From an optimization exercise on the open Yosys and OpenROAD flow, aimed at small area, a short achievable clock period and few clock cycles; shortcuts taken in it are not production practice. The RTL was checked by simulation tests, not by an equivalence proof against the original design.

==> inputs of zinc <==
## bits33_core
module bits33_core (
    input  wire         clk,
    input  wire         rst,           
    input  wire [31:0]  count,         
    output wire [31:0]  imem_addr,     
    input  wire [127:0] imem_rdata,    
    input  wire         ld_we,         
    input  wire [2:0]   ld_addr,
    input  wire [31:0]  ld_data,
    output wire [1:0]   status,        
    output wire [2:0]   fault_kind,
    output wire [31:0]  fault_pc,
    output wire [31:0]  fault_detail,
    output wire [31:0]  pc_out,
    input  wire [2:0]   dbg_sel,
    output wire [31:0]  dbg_reg,
    output wire [31:0]  dbg_mem
);
    localparam DK = 2;                   
    localparam MC = 8;                   
    localparam ST_RUN = 2'd0, ST_HALT = 2'd1, ST_FAULT = 2'd2;
    localparam P_START = 3'd0, P_RUN = 3'd1, P_MUL = 3'd2,
               P_DIV = 3'd4, P_FIN = 3'd5, P_DONE = 3'd6;
    localparam F_DIV0 = 3'd1, F_REG = 3'd2, F_MEM = 3'd3, F_SHIFT = 3'd4,
               F_PCOV = 3'd5, F_ILL = 3'd6;
    reg [31:0] regs [0:7];
    reg [7:0]  mem  [0:31];
    reg [1:0]  st;
    reg [2:0]  ph;
    wire       done = (ph == P_DONE);
    reg [31:0] dpc;
    wire       dval = (ph != P_START);
    reg        eval;             
    reg [31:0] epc;              
    reg [31:0] opA, opB;         
    reg        opBx;             
    reg [4:0]  etag;
    reg [1:0]  eot;              
    reg [7:0]  edidx;            
    reg        ewr;              
  ...
==> flow/config.mk <==
export PLATFORM = sky130hd
export DESIGN_NAME = bits33_core
export DESIGN_NICKNAME = bits33_core
export VERILOG_FILES = /design/flow/design.v
export SDC_FILE = /design/flow/constraint.sdc
export NUM_CORES = 4
export LEC_CHECK = 0
export CAP_MARGIN = 20
export CORE_MARGIN = 2
export CORE_UTILIZATION = 30
export PLACE_DENSITY = 0.5
export SETUP_SLACK_MARGIN = 5
export SLEW_MARGIN = 20
==> flow/constraint.sdc <==
create_clock -name core_clock -period 14.0 [get_ports {clk}]
set_input_delay 2.8000 -clock core_clock [delete_from_list [all_inputs] [get_ports {clk}]]
set_output_delay 2.8000 -clock core_clock [all_outputs]
set_load 0.01 [all_outputs]
run.sh (not shown) runs the stock make flow with config.mk's settings and CLKGATE_MAP_FILE= SYNTH_SCRIPT=/design/flow/synth_recipe.tcl, a recipe that flattens the netlist after the stock synthesis.
==> inputs of violet, as changes to zinc <==
--- a/flow/design.v
+++ b/flow/design.v
@@ -43,17 +43,17 @@
     reg        edoor;            
     reg        epred;            
     reg        ejones;           
     wire [31:0] fault_d;
     wire [2:0]  fault_k;
-    wire [31:0] ra_raw, w0;
+    wire [31:0] rb_raw, w0;
     assign status       = st;
     assign fault_kind   = st[1] ? fault_k : 3'd0;
     assign fault_pc     = st[1] ? epc : 32'd0;
     assign fault_detail = st[1] ? fault_d : 32'd0;
     assign pc_out       = epc;
-    assign dbg_reg      = ra_raw;
+    assign dbg_reg      = rb_raw;
     assign dbg_mem      = w0;
     reg        rf_we, fw_we;
     reg [2:0]  rf_wa;
     reg [31:0] rf_wd;
     wire [7:0] B [0:15];
@@ -127,14 +127,14 @@
     wire        d_fault = !legal || a_oor || b_oor;
     wire [31:0] d_det   = !legal ? imem_rdata[31:0] : {24'd0, a_oor ? a_idx : b_idx};
     wire [31:0] jdest  = {B[4], B[3], B[2], B[1]};
     wire [31:0] jd1    = jdest + 32'd1;
     wire        d_pred = (tag == 8'd18) || (tag == 8'd20);
-    wire [2:0]  ra_sel = done ? dbg_sel : a_idx[2:0];
-    assign ra_raw = regs[ra_sel];
-    wire [31:0] ra = (fw_we && rf_wa == a_idx[2:0]) ? rf_wd : ra_raw;
-    wire [31:0] rb = (fw_we && rf_wa == b_idx[2:0]) ? rf_wd : regs[b_idx[2:0]];
+    wire [2:0]  rb_sel = done ? dbg_sel : b_idx[2:0];
+    assign rb_raw = regs[rb_sel];
+    wire [31:0] ra = (fw_we && rf_wa == a_idx[2:0]) ? rf_wd : regs[a_idx[2:0]];
+    wire [31:0] rb = (fw_we && rf_wa == b_idx[2:0]) ? rf_wd : rb_raw;
     wire [31:0] opA_d = d_fault ? d_det : a_isreg ? ra : a_imm;
     wire [31:0] opB_d = (fmt_j || fmt_jc) ? jd1 : b_isreg ? rb : b_imm;
     wire [31:0] a = opA, b = opB;
     wire [32:0] diff = {1'b0, a} - {1'b0, b};
     wire        u_lt = diff[32];
@@ -323,37 +323,46 @@
             P_FIN:   rf_wd = d_fix ? -u_sel : u_sel;
             default: rf_wd = res;
         endcase
     end
     wire stall = (e_act && (is_mul || is_divmod)) || (u_busy && !u_fin);
-    assign imem_addr = redir ? p_e :
-                       stall ? dpc :
-                       (dval && d_pred) ? jd1 : dpc + 32'd1;
+    wire [31:0] f_reg  = redir ? p_e : stall ? dpc : dpc + 32'd1;
+    wire        f_pred = !redir && !stall && dval && d_pred;
+    assign imem_addr = f_pred ? jd1 : f_reg;
     wire adv = dval && !stall && !redir && !(e_act && fault);
     integer i;
+    wire        rx_we = rst || rf_we;
+    wire [31:0] rx_wd = rst ? 32'd0 : rf_wd;
+    wire [4:0]  mx_a  = rst ? {ld_addr, 2'd0} : a[4:0];
+    wire [31:0] mx_wd = rst ? ld_data : st_rot;
+    wire        mx_we = rst ? ld_we : (e_act && mem_we && !fault);
+    always @(posedge clk) begin
+        for (i = 0; i < 8; i = i + 1)
+            if (rx_we && (rst || rf_wa == i[2:0])) regs[i] <= rx_wd;
+        for (i = 0; i < 32; i = i + 1)
+            if (mx_we && (i[4:0] - mx_a < 5'd4)) mem[i] <= mx_wd[8*(i%4) +: 8];
+    end
     always @(posedge clk) begin
         if (rst) begin
-            for (i = 0; i < 8; i = i + 1) regs[i] <= 32'd0;
             st    <= ST_RUN;
             ph    <= P_START;
-            dpc   <= 32'hFFFFFFFF;
+            dpc   <= 32'd0;
             eval  <= 1'b0;
             epc   <= 32'd0;
-            if (ld_we) begin
-                mem[{ld_addr, 2'd0}] <= ld_data[7:0];
-                mem[{ld_addr, 2'd1}] <= ld_data[15:8];
-                mem[{ld_addr, 2'd2}] <= ld_data[23:16];
-                mem[{ld_addr, 2'd3}] <= ld_data[31:24];
-            end
         end else if (ph != P_DONE) begin
-            if (rf_we) regs[rf_wa] <= rf_wd;
-            if (e_act && mem_we && !fault) begin
-                for (i = 0; i < 32; i = i + 1)
-                    if (i[4:0] - a[4:0] < 5'd4) mem[i] <= st_rot[8*(i%4) +: 8];
-            end
             dpc <= imem_addr;
-            if (ph == P_START) ph <= P_RUN;
+            if (ph == P_START) begin
+                ph     <= P_RUN;
+                eval   <= 1'b1;
+                epc    <= 32'd0;
+                etag   <= 5'd0;
+                ewr    <= 1'b0;
+                edf    <= 1'b0;
+                edoor  <= 1'b0;
+                epred  <= 1'b0;
+                ejones <= 1'b0;
+            end
             if (adv) begin
                 eval   <= 1'b1;
                 epc    <= dpc;
                 opA    <= opA_d;
                 opB    <= opB_d;
==> flow/flow/run.sh (new file) <==
#!/bin/bash
set -euo pipefail
MARGIN=6.0
sed -E "s/SETUP_SLACK_MARGIN=[-0-9.]+/SETUP_SLACK_MARGIN=${MARGIN}/" standard.sh > standard_m.sh
grep -q "SETUP_SLACK_MARGIN=${MARGIN}" standard_m.sh
bash standard_m.sh "BUFFER_PORTS_ARGS=-buffer_cell sky130_fd_sc_hd__buf_1" finish > standard.log 2>&1
==> flow/standard.sh (new file) <==
#!/bin/bash
# synth_recipe.tcl (not shown) runs the flow's synth.tcl, then flattens the netlist and writes it again
# the make line also repeats each setting of config.mk as NAME=value (left out here)
make -C /OpenROAD-flow-scripts/flow DESIGN_CONFIG=/design/flow/config.mk WORK_HOME=/design/flow/orfs CLKGATE_MAP_FILE= SYNTH_SCRIPT=/design/flow/synth_recipe.tcl "${@:-finish}"
--- a/flow/config.mk
+++ b/flow/config.mk
@@ -5,9 +5,9 @@
 export SDC_FILE = /design/flow/constraint.sdc
 export NUM_CORES = 4
 export LEC_CHECK = 0
 export CAP_MARGIN = 20
 export CORE_MARGIN = 2
-export CORE_UTILIZATION = 30
-export PLACE_DENSITY = 0.5
+export CORE_UTILIZATION = 40
+export PLACE_DENSITY = 0.6
 export SETUP_SLACK_MARGIN = 5
 export SLEW_MARGIN = 20
removed: flow/run.sh
==> qor summary <==
item                                                              zinc     violet
Global placer's final weighted congestion                        1.139      1.160
Fraction of met3 tracks used by global routing                  14.78%     21.80%
Worst setup path start                                          opB[5]     opA[9]
Global-route wire length before repair                       657200 um  607000 um
Wire length on met3                                           69730 um   69370 um
Row cnt                                                            183        153
Run status                            no timing/DRC/antenna violations  no timing/DRC/antenna violations
Buffer count excluding the clock tree in the final layout          810        815
Count of inverters other than clock inverters in the layout        432        411
Multi-input combinational area share                            58.03%     58.92%
Fraction of the yosys area taken by sequential cells            27.44%     29.23%
TAP cells                                                         3330       2325
Antenna violations before repair                                    45         52
Testbench counts of zinc, summed over its fixed seeds: cycles 32,548.
Testbench counts of violet, summed over its fixed seeds: cycles 32,356.

[what the ideal ports hide]
How much do the figures lean on ideal ports? The routed layouts below were timed once more, with nothing changed but the port constraints. Step 1 (the two cells are an assumption about what drives the block):
set clk [get_ports {clk}]
set_driving_cell -lib_cell sky130_fd_sc_hd__clkbuf_16 $clk
set_driving_cell -lib_cell sky130_fd_sc_hd__buf_2 [delete_from_list [all_inputs] $clk]
Step 2 adds t to the input delays and takes it off the output delays; t is the mean of the earliest and latest rising clock arrival at the registers after step 1. Input paths then give back, and output paths get back, about the clock's delay inside the block. Slacks: ideal ports / drivers / drivers and shift; pairs: ideal ports / drivers.
run	shift t [ns]	setup WS [ns]	hold slack, ns	worst data-port slew with drivers (ns)
zinc	0.829	4.695 / 4.695 / 4.231	0.521 / 0.521 / 0.521	0.18
violet	0.855	5.502 / 5.502 / 5.431	0.488 / 0.488 / 0.488	0.06
After both steps every run listed still meets setup and hold. For zinc, which loses most, drivers alone change the setup slack by 0.000 ns; drivers and shift together by -0.464 ns.
